What follows belongs to an exercise in optimizing a design on an open flow for small area; a production flow would make more cautious choices. Only simulation tests tie the RTL to the original design; equivalence was not proved. Power figures rest on the tool's default switching activity, not on a simulated workload. The clock port is modelled as an ideal driver; clocking choices that lean on that would not hold on a real chip.

### flow/constraint.sdc
create_clock -name core_clock -period 10.0 [get_ports {clk}]
set_input_delay 2.0000 -clock core_clock [delete_from_list [all_inputs] [get_ports {clk}]]
set_output_delay 2.0000 -clock core_clock [all_outputs]
set_load 0.01 [all_outputs]
### flow/standard.sh
#!/bin/bash
# synth_recipe.tcl (not shown) runs the flow's synth.tcl, then flattens the netlist and writes it again
# the make line also repeats each setting of config.mk as NAME=value (left out here)
make -C /OpenROAD-flow-scripts/flow DESIGN_CONFIG=/design/flow/config.mk WORK_HOME=/design/flow/orfs CLKGATE_MAP_FILE= SYNTH_SCRIPT=/design/flow/synth_recipe.tcl "${@:-finish}"
### flow/flow/run.sh
#!/bin/bash
# Standard ORFS layout (the standard.sh), with three changes:
#  - the port buffers are buf_1 cells;
#  - the clock tree uses larger sink clusters and no dummy loads;
#  - floorplan removes the synthesis buffers instead of sizing gates up
#    against the unplaced, unbuffered netlist's timing (placement's
#    repair_design buffers the high-fanout nets afterwards).
# Every tool's full output is in standard_make.log and in ORFS's own logs
# under orfs/logs/.
set -euo pipefail
export BUFFER_PORTS_ARGS="-buffer_cell sky130_fd_sc_hd__buf_1"
export CTS_ARGS="-sink_clustering_enable -repair_clock_nets -sink_clustering_size 32 -sink_clustering_max_diameter 100 -dont_use_dummy_load"
export REMOVE_ABC_BUFFERS=1
bash standard.sh > standard_make.log 2>&1
### flow/design.v
module sps_bus_reader (
    input  wire        clk,
    input  wire        rst,
    input  wire        start,
    input  wire        init,
    output wire        busy,
    output wire        done,
    output wire        rd_req,
    output wire [15:0] rd_ptr,
    output wire [6:0]  rd_len,
    input  wire        rx_valid,
    input  wire [7:0]  rx_byte,
    input  wire        rx_end,
    output wire [3:0]  last_result,
    output reg         rec_valid,
    output wire [2:0]  health,
    output reg  [31:0] bad_cnt,
    output reg  [31:0] good_cnt,
    input  wire [3:0]  rec_sel,
    output wire [31:0] rec_data
);
    reg  [2:0]  state;
    wire        st_d = state[2];
    wire        st_r = state[1];
    wire        st_x = state[0];
    reg  [1:0]  ph;         
    reg  [4:0]  grp;        
    reg         ovf;        
    reg         mism;       
    reg  [7:0]  sh [0:39];  
    reg  [31:0] record [0:9];
    reg  [1:0]  link;
    reg         bad_ge4;    
    reg         lr3, lr2, lr1;
    integer i;
    wire idle   = ~st_r & ~st_x;
    wire req    = st_r & ~st_x;
    wire commit = st_r & st_x;
    assign busy   = ~idle;
    assign done   = st_d & idle;
    assign rd_req = req;
    assign rd_ptr = 16'h0202;
    assign rd_len = {1'b0, st_d, st_d, st_d, st_d, ~st_d, ~st_d};
    assign last_result = {lr3, lr2, lr1, lr2};
    assign health      = {link, link[0]};
    wire       at20   = grp[4] & grp[2];            
    wire       ph0    = ~ph[1] & ~ph[0];
    wire       len60  = ~ovf & ph0 & at20;
    wire       rdy_ok = ~mism & ~ovf & ph0 & (grp == 5'd1) &
                        (sh[1] == 8'h00) & (sh[0] == 8'h01);
    wire       ok     = st_d & len60 & ~mism;
    wire [7:0]  crc_chk;
    wire [38:0] cx;
    sps_xor2 X0 (.a(sh[1][6]), .b(rx_byte[0]), .y(cx[0]));
    sps_xor2 X1 (.a(sh[0][2]), .b(cx[0]), .y(cx[1]));
    sps_xor2 X2 (.a(rx_byte[4]), .b(cx[1]), .y(cx[2]));
    sps_xor2 X3 (.a(sh[0][1]), .b(cx[2]), .y(cx[3]));
    sps_xor2 X4 (.a(sh[0][6]), .b(rx_byte[7]), .y(cx[4]));
    sps_xor2 X5 (.a(rx_byte[3]), .b(cx[4]), .y(cx[5]));
    sps_xor2 X6 (.a(sh[1][4]), .b(sh[1][7]), .y(cx[6]));
    sps_xor2 X7 (.a(rx_byte[5]), .b(rx_byte[6]), .y(cx[7]));
    sps_xor2 X8 (.a(sh[1][5]), .b(cx[5]), .y(cx[8]));
    sps_xor2 X9 (.a(sh[1][0]), .b(cx[7]), .y(cx[9]));
    sps_xor2 X10 (.a(sh[0][7]), .b(cx[8]), .y(cx[10]));
    sps_xor2 X11 (.a(rx_byte[0]), .b(rx_byte[7]), .y(cx[11]));
    sps_xor2 X12 (.a(sh[1][2]), .b(cx[3]), .y(cx[12]));
    sps_xor2 X13 (.a(sh[0][5]), .b(cx[9]), .y(cx[13]));
    sps_xor2 X14 (.a(sh[0][4]), .b(cx[6]), .y(cx[14]));
    sps_xor2 X15 (.a(cx[12]), .b(cx[6]), .y(cx[15]));
    sps_xor2 X16 (.a(cx[15]), .b(rx_byte[6]), .y(cx[16]));
    sps_xor2 X17 (.a(cx[16]), .b(sh[1][1]), .y(cx[17]));
    sps_xor2 X18 (.a(cx[13]), .b(cx[11]), .y(cx[18]));
    sps_xor2 X19 (.a(cx[18]), .b(sh[0][3]), .y(cx[19]));
    sps_xor2 X20 (.a(cx[19]), .b(sh[1][1]), .y(cx[20]));
    sps_xor2 X21 (.a(cx[3]), .b(rx_byte[2]), .y(cx[21]));
    sps_xor2 X22 (.a(cx[21]), .b(rx_byte[1]), .y(cx[22]));
    sps_xor2 X23 (.a(cx[22]), .b(sh[0][6]), .y(cx[23]));
    sps_xor2 X24 (.a(cx[14]), .b(cx[8]), .y(cx[24]));
    sps_xor2 X25 (.a(cx[24]), .b(cx[2]), .y(cx[25]));
    sps_xor2 X26 (.a(cx[25]), .b(sh[0][5]), .y(cx[26]));
    sps_xor2 X27 (.a(cx[7]), .b(cx[1]), .y(cx[27]));
    sps_xor2 X28 (.a(cx[27]), .b(sh[1][5]), .y(cx[28]));
    sps_xor2 X29 (.a(cx[28]), .b(sh[1][2]), .y(cx[29]));
    sps_xor2 X30 (.a(cx[12]), .b(cx[10]), .y(cx[30]));
    sps_xor2 X31 (.a(cx[30]), .b(rx_byte[1]), .y(cx[31]));
    sps_xor2 X32 (.a(cx[31]), .b(sh[1][3]), .y(cx[32]));
    sps_xor2 X33 (.a(cx[13]), .b(cx[10]), .y(cx[33]));
    sps_xor2 X34 (.a(cx[33]), .b(cx[0]), .y(cx[34]));
    sps_xor2 X35 (.a(cx[34]), .b(sh[1][4]), .y(cx[35]));
    sps_xor2 X36 (.a(cx[14]), .b(cx[11]), .y(cx[36]));
    sps_xor2 X37 (.a(cx[36]), .b(rx_byte[2]), .y(cx[37]));
    sps_xor2 X38 (.a(cx[37]), .b(sh[0][0]), .y(cx[38]));
    assign crc_chk = {cx[38], cx[35], cx[32], cx[29], cx[26], cx[23], cx[20], cx[17]};
    wire       crc_bad = (crc_chk != 8'h15);
    always @(posedge clk) begin
        if (req) begin
            ph   <= 2'd0;
            grp  <= 5'd0;
            ovf  <= 1'b0;
            mism <= 1'b0;
        end else if (rx_valid) begin
            if (ph[1]) begin
                ph  <= 2'd0;
                grp <= grp + 5'd1;
                if (crc_bad)
                    mism <= 1'b1;
            end else begin
                ph  <= {ph[0], ~ph[0]};
                if (ph0 & at20)
                    ovf <= 1'b1;
            end
        end
    end
    always @(posedge clk) begin
        if (rx_valid & ~ph[1]) begin
            sh[0] <= rx_byte;
            for (i = 1; i < 40; i = i + 1)
                sh[i] <= sh[i-1];
        end
    end
    always @(posedge clk) begin
        if (commit & ok)
            for (i = 0; i < 10; i = i + 1)
                record[i] <= {sh[39-4*i], sh[38-4*i], sh[37-4*i], sh[36-4*i]};
    end
    wire [9:0] fsel;
    genvar g, b;
    generate
        for (g = 0; g < 8; g = g + 1) begin : SEL
            assign fsel[g] = (rec_sel == g);
        end
    endgenerate
    assign fsel[8] = rec_sel[3] & ~rec_sel[0];
    assign fsel[9] = rec_sel[3] &  rec_sel[0];
    generate
        for (b = 0; b < 32; b = b + 1) begin : RD
            wire [9:0] d;
            for (g = 0; g < 10; g = g + 1) begin : F
                assign d[g] = record[g][b];
            end
            sps_mux10 m (.s(fsel), .d(d), .y(rec_data[b]));
        end
    endgenerate
    wire        idle_init = idle & init & ~start;
    wire        bad_up    = commit & ~ok;
    wire        good_up   = commit & ok;
    wire        bad_clr   = rst | idle_init | good_up;
    wire        good_clr  = rst | idle_init;
    wire [15:0] bc, gc;
    wire        bad_ns, good_ns;    
    wire [31:0] bad_d, good_d;
    wire        good_d0;
    assign bc[0] = bad_up;
    assign gc[0] = good_up;
    generate
        for (b = 0; b < 16; b = b + 1) begin : CNT
            if (b < 15) begin : M
                sps_cnt2 ub (.c(bc[b]), .q0(bad_cnt[2*b]), .q1(bad_cnt[2*b+1]), .clr(bad_clr),
                             .ns(bad_ns), .d0(bad_d[2*b]), .d1(bad_d[2*b+1]), .cout(bc[b+1]));
            end else begin : L
                sps_cnt2l ub (.c(bc[b]), .q0(bad_cnt[2*b]), .q1(bad_cnt[2*b+1]), .clr(bad_clr),
                              .ns(bad_ns), .d0(bad_d[2*b]), .d1(bad_d[2*b+1]), .ncout(bad_ns));
            end
            if (b == 0) begin : G0
                sps_cnt2 ug (.c(gc[b]), .q0(good_cnt[0]), .q1(good_cnt[1]), .clr(good_clr),
                             .ns(good_ns), .d0(good_d0), .d1(good_d[1]), .cout(gc[b+1]));
            end else if (b < 15) begin : GM
                sps_cnt2 ug (.c(gc[b]), .q0(good_cnt[2*b]), .q1(good_cnt[2*b+1]), .clr(good_clr),
                             .ns(good_ns), .d0(good_d[2*b]), .d1(good_d[2*b+1]), .cout(gc[b+1]));
            end else begin : GL
                sps_cnt2l ug (.c(gc[b]), .q0(good_cnt[2*b]), .q1(good_cnt[2*b+1]), .clr(good_clr),
                              .ns(good_ns), .d0(good_d[2*b]), .d1(good_d[2*b+1]), .ncout(good_ns));
            end
        end
    endgenerate
    assign good_d[0] = good_d0 | good_clr;    
    always @(posedge clk) begin
        bad_cnt  <= bad_d;
        good_cnt <= good_d;
        bad_ge4  <= ~bad_clr & (bad_ge4 | (bad_up & bad_cnt[1] & bad_cnt[0]));
    end
    always @(posedge clk) begin
        if (rst) begin
            state     <= 3'b000;
            lr3       <= 1'b1;
            lr2       <= 1'b1;
            lr1       <= 1'b1;
            rec_valid <= 1'b0;
            link      <= 2'b00;
        end else begin
            case (state)
                3'b000, 3'b100: state <= start ? 3'b010 : 3'b000;
                3'b010: state <= 3'b001;
                3'b001: if (rx_end) state <= rdy_ok ? 3'b110 : 3'b011;
                3'b110: state <= 3'b101;
                3'b101: if (rx_end) state <= 3'b111;
                default: state <= 3'b100;
            endcase
            if (idle_init)
                link <= 2'b00;
            if (commit) begin
                lr3 <= ~st_d;
                lr2 <= st_d & ~(len60 & ~mism);
                lr1 <= st_d & ~len60;
                if (ok) begin
                    rec_valid <= 1'b1;
                    link      <= 2'b01;
                end else if (bad_ge4) begin
                    link      <= 2'b10;
                end
            end
        end
    end
endmodule
module sps_mux10 (
    input  wire [9:0] s,
    input  wire [9:0] d,
    output wire       y
);
    wire n0, n1, n2, n3;
    sps_aoi222 g0 (.a0(s[0]), .a1(d[0]), .b0(s[1]), .b1(d[1]), .c0(s[2]), .c1(d[2]), .y(n0));
    sps_aoi222 g1 (.a0(s[3]), .a1(d[3]), .b0(s[4]), .b1(d[4]), .c0(s[5]), .c1(d[5]), .y(n1));
    sps_aoi222 g2 (.a0(s[6]), .a1(d[6]), .b0(s[7]), .b1(d[7]), .c0(s[8]), .c1(d[8]), .y(n2));
    sps_nand2  g3 (.a(s[9]), .b(d[9]), .y(n3));
    sps_nand4  g4 (.a(n0), .b(n1), .c(n2), .d(n3), .y(y));
endmodule
module sps_aoi222 (
    input  wire a0, a1, b0, b1, c0, c1,
    output wire y
);
    assign y = ~((a0 & a1) | (b0 & b1) | (c0 & c1));
endmodule
module sps_nand2 (
    input  wire a, b,
    output wire y
);
    assign y = ~(a & b);
endmodule
module sps_nand4 (
    input  wire a, b, c, d,
    output wire y
);
    assign y = ~(a & b & c & d);
endmodule
module sps_cnt2 (
    input  wire c,
    input  wire q0,
    input  wire q1,
    input  wire clr,
    input  wire ns,
    output wire d0,
    output wire d1,
    output wire cout
);
    wire nc1;
    sps_tgl   u0 (.q(q0), .c(c), .ns(ns), .clr(clr), .d(d0));
    sps_nand2 u2 (.a(q0), .b(c), .y(nc1));
    sps_tgln  u3 (.q(q1), .nc(nc1), .ns(ns), .clr(clr), .d(d1));
    sps_and3  u5 (.a(c), .b(q0), .c(q1), .y(cout));
endmodule
module sps_cnt2l (
    input  wire c,
    input  wire q0,
    input  wire q1,
    input  wire clr,
    input  wire ns,
    output wire d0,
    output wire d1,
    output wire ncout
);
    wire nc1;
    sps_tgl   u0 (.q(q0), .c(c), .ns(ns), .clr(clr), .d(d0));
    sps_nand2 u2 (.a(q0), .b(c), .y(nc1));
    sps_tgln  u3 (.q(q1), .nc(nc1), .ns(ns), .clr(clr), .d(d1));
    sps_nand3 u5 (.a(c), .b(q0), .c(q1), .y(ncout));
endmodule
module sps_tgl (
    input  wire q, c, ns, clr,
    output wire d
);
    assign d = ~((~(q ^ c) & ns) | clr);
endmodule
module sps_tgln (
    input  wire q, nc, ns, clr,
    output wire d
);
    assign d = ~(((q ^ nc) & ns) | clr);
endmodule
module sps_nand3 (
    input  wire a, b, c,
    output wire y
);
    assign y = ~(a & b & c);
endmodule
module sps_xnor2 (
    input  wire a, b,
    output wire y
);
    assign y = ~(a ^ b);
endmodule
module sps_xor2 (
    input  wire a, b,
    output wire y
);
    assign y = a ^ b;
endmodule
module sps_nor2 (
    input  wire a, b,
    output wire y
);
    assign y = ~(a | b);
endmodule
module sps_and3 (
    input  wire a, b, c,
    output wire y
);
    assign y = a & b & c;
endmodule
### flow/config.mk
export PLATFORM = sky130hd
export DESIGN_NAME = sps_bus_reader
export DESIGN_NICKNAME = sps_bus_reader
export VERILOG_FILES = /design/flow/design.v
export SDC_FILE = /design/flow/constraint.sdc
export NUM_CORES = 4
export LEC_CHECK = 0
export CAP_MARGIN = 20
export CORE_MARGIN = 2
export CORE_UTILIZATION = 60
export SLEW_MARGIN = 20
export SYNTH_HIERARCHICAL = 1
==> results of run 1 <==
[logic make-up after synthesis]
group / Yosys count
muxes: 2
adders and majority gates: 2
xor gates and xnor gates: 108
buffers and inverters: 38
and+or+nand+nor: 199
DFF: 723
AOI/OAI and AO/OA: 175
other: 2
[power breakdown]
part / switching, µW / internal (µW) / total, µW
clock: 804 / 471 / 1270
sequential: 107 / 3560 / 3660
combinational: 186 / 77.4 / 263
total: 1100 / 4110 / 5200
[cell type report]
class                      instances  area [µm²]  area share, %
clock buffer                      26         651           2.47
inverter                           5        18.8         0.0712
multi-input combinational        503        3500           13.3
tap                              532         666           2.53
timing repair buffer             146         646           2.45
sequential                       723       20900           79.2
[state kept, by name (all words and copies together), names as in the netlist]
signal	count
bad_cnt	32
bad_ge4	1
good_cnt	32
grp	5
link	2
lr1	1
lr2	1
lr3	1
mism	1
ovf	1
ph	2
rec_valid	1
record	320
sh	320
state	3
[modules after synthesis, one instance, submodules excluded, excerpt]
module | cell area, µm² | times used
sps_bus_reader | 21700 | 1
sps_tgln | 13.8 | 32
sps_aoi222 | 10.0 | 96
sps_xor2 | 8.76 | 39
sps_nand4 | 6.26 | 32
sps_and3 | 6.26 | 30
sps_nand3 | 5.00 | 2
[layout by cell type (no fill, tap or decap), types with 4 or more instances in the layout]
cell       synthesis  layout
clkbuf_16          0      26
buf_1              1     130
conb_1             2      17
and3_1            30      30
edfxtp_1         640     640
dfxtp_1           83      83
xnor2_1           34      34
nor4b_1            4       4
nand4_1           34      34
buf_4             27      13
nand2_1           73      72
xor2_1            74      74
inv_1              5       5
nand2b_1           4       4
nand3_1            6       5
a21oi_1           69      69
nor2_1            25      21
nor3_2             0       4
nor4_1             6       4
a222oi_1          96      96
[worst max-delay path, cell delays in order]
cell      delay (ns)
buf_1           0.29
nand2b_1        0.28
nor3_2          0.05
buf_4           0.28
a222oi_1        0.47
nand4_1         0.28
buf_1           0.20
[metrics by stage]
step           cell area [µm²]  hold slack [ns]  util, %  cells  setup WS, ns
3_5_place_dp             25700            0.406     63.4   1909          4.16
2_1_floorplan            24300            0.400        -   1231        -28.23
4_1_cts                  26400            0.425     65.0   1935          4.14
5_1_grt                  26400            0.447     65.0   1935          4.01
3_3_place_gp             25700            0.404     63.4   1909          4.23
6_report                 26400            0.426     65.0   1935          4.13
[synthesized netlist by cell type, types with 3 or more instances]
library cell / count
edfxtp_1: 640
a222oi_1: 96
dfxtp_1: 83
xor2_1: 74
nand2_1: 73
a21oi_1: 69
nand4_1: 34
xnor2_1: 34
and3_1: 30
buf_4: 27
nor2_1: 25
nor3_1: 7
nand3_1: 6
nor4_1: 6
clkbuf_1: 5
inv_1: 5
nand2b_1: 4
nor4b_1: 4
nor2b_1: 3
[how the worst max path moves through the flow]
stage,startpoint,endpoint,slack (ns),cells past startpoint
floorplan,state[2],good_cnt[0],-28.23,20
global placement,rec_sel[3],rec_data[1],4.23,7
detailed placement,rec_sel[3],rec_data[1],4.16,7
CTS,state[0],bad_cnt[9],4.14,19
global route,state[0],bad_cnt[16],4.01,19
finish,rec_sel[3],rec_data[1],4.13,7
[metal layers]
metal	vias up	routed length (µm)	global-route usage (%)
li1	5280	-	-
met1	5921	19200	30.3
met2	343	20200	31.2
met3	53	2850	3.28
met4	10	603	3.93
met5	-	69	0
==> results.txt, run 1 <==
outcome=timing/DRC/antenna clean; vias=11600; worst r2r path cells=19; global-route wire length before repair=~64000 µm; reg-to-reg critical path startpoint=state[0]; # IOs=about 150; Final Max Slew Viols=0; RSZ-0062 raised after global routing=no; maximum VDD drop=between 0.1 and 0.15 mV; Skew-Pair Late Insertion Delay=roughly 0.6 ns; All-Layer GR Usage=approximately 20%; Worst setup EP type=output port; final period utilization=between 50% and 60%; Synth cell types=35; maximum clock rate=0.170 GHz; Clock transition at path regs=~0.11 ns; Synth area leader=edfxtp_1; critical path class=in -> out; largest net degree at the start of global routing=between 150 and 200; global route overflow=0; Hold Path End=record[0][31]; TritonCTS clock tree=yes; Hold Path Depth=0; # DRC=0; Synth-to-Final Area Change=7.55%; htree depth=1; Synth Cell Area=between 20000 and 25000 µm²; Clock Tree Buf Depth=3; Port Buffers=130; cts-stage hold buffer count=0; reg2reg setup slack=4.51 ns; vias per std cell=6.00; GPL Wtd Cong=between 0.7 and 0.8; post-synthesis adder-cell area fraction=less than 1%; initial antenna violation count=5; # resized after CTS=0; row cnt=74; post-route minimum period=between 5 and 6 ns; initial drt markers=1472; Post-Synthesis Cells=roughly 1200; YS warnings=11; Syn Area/Cell=roughly 20 µm²; setup repair bufs after CTS=0; CP required=8.00 ns; pwr dens=197 nW/µm²; final hold violation count=0; Slew headroom=between 30% and 40%; die area=around 42000 µm²; sequential-to-total area share from yosys stat=around 85%; largest family of logic cells by synthesized area=compound AO/OA/AOI/OAI gates; Synth Area in Compound Gates=5.62%; final-layout fill cell count=approximately 2900; Post-DP HPWL=roughly 25000 µm; total CTS buffers=26; xor and xnor area share after synthesis=3.86%; Detail Route Antenna Nets=0; Leakage Power=roughly 0.008 µW; hold path startpoint=sh[39][7]; ys flop type=edfxtp_1; simple-gate share of the synthesized area=under 10%; NumNets Final=1425; Max-cap violations=0; clock sink count=just over 700; Pre-antenna DRT Iters=7; ys async rst share=0%; number of flops mapped to enable cells by yosys=640; Root Driver=clkbuf_16; ant diodes=0; Critical Path Fanout Max=32; Setup violations, final=0; Final Power=about 5200 µW; top post-synthesis cells by area=edfxtp_1 78%, dfxtp_1 6.8%, a222oi_1 3.9%; Routed WL=42900 µm; die width=206 µm; Hold/Removal Path Class=reg -> reg; layout cells sized above 1=under 10%; top-area cell type share of the netlist area=roughly 78%; multiplexer area fraction after synthesis=0.0817%; Slew @ Worst Pin=1.04 ns; Die Ht=between 200 and 250 µm; CP Data Arrival Time=approximately 3.9 ns; core area=40600 µm²; clk_skew=0.0361 ns; element type at the critical path start=input pin; RR Endpoint=bad_cnt[9]; vias in the first global route=11100; WL per Instance=approximately 22 µm; Initial Utilization=60.4%; synthesized flop and latch total=around 720; Final TNS setup=0 ns
==> run 2, diff against run 1 <==
--- a/flow/flow/run.sh
+++ b/flow/flow/run.sh
@@ -6,3 +6,5 @@
 #    against the unplaced, unbuffered netlist's timing (placement's
-#    repair_design buffers the high-fanout nets afterwards).
+#    repair_design buffers the high-fanout nets afterwards);
+#  - the constant outputs keep synthesis's one tie-high and one tie-low
+#    cell instead of getting a tie cell each.
 # Every tool's full output is in standard_make.log and in ORFS's own logs
@@ -13,2 +15,3 @@
 export REMOVE_ABC_BUFFERS=1
+export SKIP_REPAIR_TIE_FANOUT=1
 bash standard.sh > standard_make.log 2>&1
--- a/flow/config.mk
+++ b/flow/config.mk
@@ -7,6 +7,6 @@
 export LEC_CHECK = 0
-export CAP_MARGIN = 20
+export CAP_MARGIN = 5
 export CORE_MARGIN = 2
 export CORE_UTILIZATION = 60
-export SLEW_MARGIN = 20
+export SLEW_MARGIN = 5
 export SYNTH_HIERARCHICAL = 1
==> run 2 against run 1 <==
  * Register-to-register slack lost 0.59 ns
  * Combinational power about the same
  * Sequential power barely moved
  * Critical path type is now reg -> reg
  * Largest cell class unchanged
==> results.txt, run 2 <==
GPL Wtd Cong=0.771; largest net degree at the start of global routing=between 200 and 250; multi-input logic area=3430 µm²; maximum clock rate=around 0.16 GHz; Initial Utilization=between 60% and 70%; cts-stage hold buffer count=0; post-route minimum period=~6.1 ns; CP Data Arrival Time=about 6.6 ns; htree depth=1; final period utilization=approximately three fifths; Pre-antenna DRT Iters=5; most common cell after layout, fill and taps aside=edfxtp_1; Synth-to-Final Area Change=7.28%; top flop regs=record (320), sh (320); Synth top cells by count=640 x edfxtp_1, 96 x a222oi_1, 83 x dfxtp_1; sequential-to-total area share from yosys stat=between 80% and 90%; global-route wire length before repair=between 60000 and 70000 µm; final hold violation count=0; synthesized flop and latch total=about 720; Port Buffers=130; Routed WL=42900 µm; row cnt=74; Final Max Slew Viols=0; Core Util, Final=between 60% and 70%; Final TNS setup=0 ns; Detail Route Antenna Nets=0; core area=40600 µm²; CP required=approximately 10 ns; Synth Cell Area=about 25000 µm²; Clock transition at path regs=0.12 ns; clock sink count=about 720; NumNets Final=~1400; Skew-Pair Late Insertion Delay=0.59 ns; vias per std cell=6.01; All-Layer GR Usage=20.0%; initial antenna violation count=4; Critical Path Fanout Max=32; Final Power=5190 µW; initial drt markers=approximately 1500; Max-cap violations=0; final-layout fill cell count=~2800; setup repair bufs after CTS=0; RSZ-0062 raised after global routing=no; pwr dens=about 200 nW/µm²; Clock Tree Buf Depth=3; TritonCTS clock tree=yes; vias=11500; maximum VDD drop=0.102 mV; number of flops mapped to enable cells by yosys=640; commonest non-fill, non-tap cells in the layout=640 x edfxtp_1, 130 x buf_1, 96 x a222oi_1; layout cells sized above 1=under 10%; element type at the critical path start=flip-flop; die area=approximately 42000 µm²; WL per Instance=22.3 µm; Worst setup EP type=flip-flop; # IOs=148; clk_skew=~0.033 ns; Hold/Removal Path Class=reg -> reg; ys flop type=edfxtp_1; # resized after CTS=0; count leader, synth=edfxtp_1; total CTS buffers=26; critical path class=reg -> reg; Die Ht=slightly above 200 µm; Post-DP HPWL=between 20000 and 30000 µm; Post-Synthesis Cells=1249; top-area cell type share of the netlist area=between 70% and 80%; vias in the first global route=11000; Root Driver=clkbuf_16; Slew @ Worst Pin=between 1 and 1.5 ns; YS warnings=11; Syn Area/Cell=roughly 20 µm²; ys async rst share=0%; die width=about 210 µm; Setup violations, final=0; global route overflow=0; Synth cell types=35; outcome=timing/DRC/antenna clean; FF+latch area=around 21000 µm²; Slew headroom=around 15%; top post-synthesis cells by area=edfxtp_1 78%, dfxtp_1 6.8%, a222oi_1 3.9%; placed instance area=~26000 µm²; Final Cell Area=26300 µm²; Synth area leader=edfxtp_1; Leakage Power=0.00820 µW; # DRC=0
## run 2: cell counts after synthesis
No cell type changed its count.
## run 2: worst paths after layout
check / from / to / slack [ns] / cells after the start
max: state[0] / bad_cnt[19] / 3.92 / 19
min: sh[14][7] / record[6][23] / 0.43 / 0
max reg2reg: state[0] / bad_cnt[19] / 3.92 / 19
min reg2reg: sh[14][7] / record[6][23] / 0.43 / 0
## run 2: report_power, final
group,internal [µW],switching (µW),total [µW]
sequential,3560,108,3670
clock,471,795,1270
combinational,76.9,186,263
## run 2: metal layers
metal / share of wire (%) / vias to the layer above / GRT usage, %
li1: - / 5281 / -
met1: 47 / 5875 / 31.3
met2: 46 / 343 / 30.1
met3: 6.0 / 43 / 3.34
met4: 1.4 / 6 / 3.93
met5: 0.093 / - / 0
## run 2: final cells by class
cell class	count	share of cell area (%)
clock buffers	26	2.47
diodes	1	0.00952
inverters	5	0.0714
repair buffers	147	2.44
multi-input cells	488	13.1
flip-flops and latches	723	79.4
well taps	532	2.53
## run 2: critical path: stages, from the launching register on
cell and delay [ns]:
dfxtp_1 0.54, nand2_1 0.20, a41oi_1 0.50, and3_1 0.30
and3_1 0.22, and3_1 0.22, and3_1 0.22, and3_1 0.22
and3_1 0.22, and3_1 0.23, and3_1 0.22, and3_1 0.23
and3_1 0.22, and3_1 0.21, and3_1 0.22, and3_1 0.22
and3_1 0.22, and3_1 0.23, nand3_1 0.90, a21oi_1 0.39
## run 2: per-module statistics from Yosys, one instance, submodules excluded, excerpt
| module | flops+latches | cells inside | cell area (µm²) | times used |
|---|---|---|---|---|
| sps_xor2 | 0 | 1 | 8.76 | 39 |
| sps_aoi222 | 0 | 1 | 10.0 | 96 |
| sps_nand2 | 0 | 1 | 3.75 | 64 |
| sps_nand4 | 0 | 1 | 6.26 | 32 |
| sps_bus_reader | 723 | 858 | 21700 | 1 |
| sps_nand3 | 0 | 1 | 5.00 | 2 |
| sps_and3 | 0 | 1 | 6.26 | 30 |
| sps_tgl | 0 | 2 | 13.8 | 32 |
| sps_tgln | 0 | 2 | 13.8 | 32 |
## run 2: kinds of logic after synthesis
group | share of synthesized area (%)
flops | 85.2
simple gates | 4.11
compound gates | 5.62
xor+xnor | 3.86
buf+inv | 0.995
fa+ha+maj | 0.102
other cells | 0.0306
mux | 0.0817
## run 2: stage by stage
stage | hold slack (ns) | instances | setup slack (ns)
2_1_floorplan | 0.400 | 1216 | -28.23
3_3_place_gp | 0.403 | 1895 | 4.25
3_5_place_dp | 0.405 | 1895 | 4.02
4_1_cts | 0.426 | 1921 | 4.00
5_1_grt | 0.438 | 1921 | 3.40
6_report | 0.426 | 1922 | 3.92
==> run 3, diff against run 2 <==
--- a/flow/flow/run.sh
+++ b/flow/flow/run.sh
@@ -1,3 +1,3 @@
 #!/bin/bash
-# Standard ORFS layout (the standard.sh), with three changes:
+# Standard ORFS layout (the standard.sh), with four changes:
 #  - the port buffers are buf_1 cells;
==> run 3 against run 2 <==
  * Critical path type unchanged
  * Global-route usage did not move
  * Still clean
  * Setup slack is the same
  * Area after synthesis unchanged
  * Clock power hardly changed
  * Sequential power is essentially flat
  * Synthesized cell count unchanged
  * Final cell count unchanged
  * Clock skew stayed put
  * First-iteration DRC count unchanged
  * Wire length is the same
==> results.txt, run 3 <==
outcome=timing/DRC/antenna clean; # IOs=approximately 150; Final TNS setup=0 ns; post-synthesis adder-cell area fraction=less than 1%; simple-gate share of the synthesized area=4.11%; htree depth=1; Final Cell Area=~26000 µm²; Routed WL=~43000 µm; vias=between 10000 and 15000; global-route wire length before repair=~64000 µm; DP Worst Slack=slightly above 4 ns; clock sink count=a little over 700; GPL Wtd Cong=approximately 0.77; Root Driver=clkbuf_16; Hold/Removal Path Class=reg -> reg; initial drt markers=approximately 1500; All-Layer GR Usage=roughly 20%; Synth-to-Final Area Change=7.28%; die area=42500 µm²; Pre-antenna DRT Iters=5; Setup violations, final=0; Slew @ Worst Pin=between 1 and 1.5 ns; top flop regs=record (320), sh (320); ys async rst share=0%; Syn Area/Cell=about 20 µm²; Critical Path Fanout Max=32; sequential-to-total area share from yosys stat=a little under nine tenths; critical path class=reg -> reg; worst r2r path cells=19; reg2reg setup slack=roughly 4 ns; die width=approximately 210 µm; Synth area leader=edfxtp_1; Final Max Slew Viols=0; final worst setup slack=roughly 4 ns; Post-DP HPWL=around 25000 µm; final hold violation count=0; total CTS buffers=26; RSZ-0062 raised after global routing=no; TritonCTS clock tree=yes; Worst setup EP type=flip-flop; NumNets Final=~1400; final period utilization=60.8%; core area=roughly 41000 µm²; post-route minimum period=between 6 and 7 ns; sw frac=21.0%; pwr dens=just under 200 nW/µm²; Clock transition at path regs=~0.12 ns; most common cell after layout, fill and taps aside=edfxtp_1; YS warnings=11; # DRC=0; CP required=between 10 and 15 ns; synthesized flop and latch total=between 700 and 800; hold path startpoint=sh[14][7]; Clock Tree Buf Depth=3; largest family of logic cells by synthesized area=compound AO/OA/AOI/OAI gates; multiplexer area fraction after synthesis=less than 1%; vias per std cell=6.01; largest net degree at the start of global routing=between 200 and 250; global route overflow=0; clk_skew=around 0.033 ns; Synth top cells by count=640 x edfxtp_1, 96 x a222oi_1, 83 x dfxtp_1; Synth Cell Area=between 20000 and 25000 µm²; Post-Synthesis Cells=~1200; # resized after CTS=0; top post-synthesis cells by area=edfxtp_1 78%, dfxtp_1 6.8%, a222oi_1 3.9%; Hold Path Depth=0; Clk pwr share=between 20% and 30%; setup repair bufs after CTS=0; element type at the critical path start=flip-flop; CP Data Arrival Time=~6.6 ns; Synth cell types=35; layout cells sized above 1=about 4%; Net Sw Power=between 1000 and 1500 µW; ys flop type=edfxtp_1; row cnt=74; commonest non-fill, non-tap cells in the layout=640 x edfxtp_1, 130 x buf_1, 96 x a222oi_1; xor and xnor area share after synthesis=3.86%; Port Buffers=130; top-area cell type share of the netlist area=78.4%; multi-input logic area=about 3400 µm²; Pint=about 4100 µW; Max-cap violations=0; RR Endpoint=bad_cnt[19]; cts-stage hold buffer count=0; count leader, synth=edfxtp_1; placed instance area=between 20000 and 30000 µm²; number of flops mapped to enable cells by yosys=640; Initial Utilization=about three fifths; sequential share of power=70.6%; maximum VDD drop=approximately 0.10 mV; reg-to-reg critical path startpoint=state[0]; Hold Path End=record[6][23]; Die Ht=between 200 and 250 µm; Synth Area in Compound Gates=5.62%; maximum clock rate=about 0.16 GHz; Detail Route Antenna Nets=0; initial antenna violation count=4; vias in the first global route=approximately 11000; Leakage Power=0.00820 µW; Gate power share=5.1%; Skew-Pair Late Insertion Delay=roughly 0.59 ns; Slew headroom=between 10% and 20%; final-layout fill cell count=2846; FF+latch area=approximately 21000 µm²; WL per Instance=22.3 µm
## run 3: cell counts after synthesis
No cell type changed its count.
## run 3: kinds of logic after synthesis
family,count (synthesis)
xor gates and xnor gates,108
DFF,723
adders and majority gates,2
muxes,2
and+or+nand+nor,199
buffers and inverters,38
other,2
AOI/OAI and AO/OA,175
## run 3: power groups by stage
| stage | Clock (µW) | Sequential (µW) | Combinational [µW] |
|---|---|---|---|
| 3_3_place_gp | 0 | 3720 | 265 |
| 3_5_place_dp | 0 | 3730 | 267 |
| 5_1_grt | 1390 | 3690 | 293 |
| 2_1_floorplan | 0 | 3760 | 183 |
| 6_report | 1270 | 3670 | 263 |
| 4_1_cts | 1300 | 3670 | 267 |
## run 3: final cells by class
type	count	share of cell area, %
Sequential cell	723	79.4
Multi-Input combinational cell	488	13.1
Tap cell	532	2.53
Clock buffer	26	2.47
Timing Repair Buffer	147	2.44
Inverter	5	0.0714
Antenna cell	1	0.00952
## run 3: how the worst max path moves through the flow
stage	from	end	slack, ns
global route	state[0]	bad_cnt[22]	3.40
finish	state[0]	bad_cnt[19]	3.92
detailed placement	state[0]	bad_cnt[8]	4.02
global placement	rec_sel[3]	rec_data[6]	4.25
CTS	state[0]	bad_cnt[19]	4.00
floorplan	state[2]	good_cnt[0]	-28.23
## run 3: modules after synthesis, one instance, submodules excluded, a selection
| module | flip-flops and latches | cells inside | area (µm²) | copies in the design |
|---|---|---|---|---|
| sps_and3 | 0 | 1 | 6.26 | 30 |
| sps_aoi222 | 0 | 1 | 10.0 | 96 |
| sps_bus_reader | 723 | 858 | 21700 | 1 |
| sps_nand2 | 0 | 1 | 3.75 | 64 |
| sps_nand3 | 0 | 1 | 5.00 | 2 |
| sps_nand4 | 0 | 1 | 6.26 | 32 |
| sps_tgl | 0 | 2 | 13.8 | 32 |
| sps_tgln | 0 | 2 | 13.8 | 32 |
| sps_xor2 | 0 | 1 | 8.76 | 39 |
## run 3: metrics by stage
| step | total power [µW] | utilization [%] | hold WS, ns | cells |
|---|---|---|---|---|
| after global placement | 3990 | 63.2 | 0.403 | 1895 |
| after detailed placement | 4000 | 63.2 | 0.405 | 1895 |
| final | 5190 | 64.8 | 0.426 | 1922 |
| after floorplan | 3940 | - | 0.400 | 1216 |
| after global routing | 5370 | 64.8 | 0.438 | 1921 |
| after CTS | 5230 | 64.8 | 0.426 | 1921 |
## run 3: critical path, stage by stage, from the launching register on
cell	delay [ns]
dfxtp_1	0.54
nand2_1	0.20
a41oi_1	0.50
and3_1	0.30
and3_1	0.22
and3_1	0.22
and3_1	0.22
and3_1	0.22
and3_1	0.22
and3_1	0.23
and3_1	0.22
and3_1	0.23
and3_1	0.22
and3_1	0.21
and3_1	0.22
and3_1	0.22
and3_1	0.22
and3_1	0.23
nand3_1	0.90
a21oi_1	0.39
## run 3: metal layers
metal,up-vias,part of all wire [%],GRT usage (%),routed length (µm)
met5,-,0.093,0,40
met4,6,1.4,3.93,615
met3,43,6.0,3.34,2580
met2,343,46,30.1,19600
met1,5875,47,31.3,20000
li1,5281,-,-,-

## afterwards: timing with drivers on the ports
Ports are ideal in the flow. The routed layouts listed here were re-timed in OpenROAD.
Step 1: set_driving_cell puts a clkbuf_16 on clk and a buf_2 on each other input, an assumption about the parent block.
Step 2 adds t to the input delays and takes it off the output delays; t is the mean of the earliest and latest rising clock arrival at the registers after step 1. Input paths then give back, and output paths get back, about the clock's delay inside the block.
a / b / c = ideal ports / drivers / drivers and shift; a / b = the first two.
| run | shift t [ns] | slack for setup (ns) | worst setup path after step 2 | latest minus earliest clock arrival (ns) | cell pins on the clock port's net |
|---|---|---|---|---|---|
| run 1 | 0.636 | 4.130 / 4.109 / 4.109 | input to output | 0.037 / 0.036 | 1 |
| run 2 | 0.630 | 3.922 / 3.922 / 3.922 | register to register | 0.036 / 0.036 | 1 |
| run 3 | 0.630 | 3.922 / 3.922 / 3.922 | register to register | 0.036 / 0.036 | 1 |
After both steps every run listed still meets setup and hold. For run 1, which loses most, drivers alone change the setup slack by -0.021 ns; drivers and shift together by -0.021 ns.
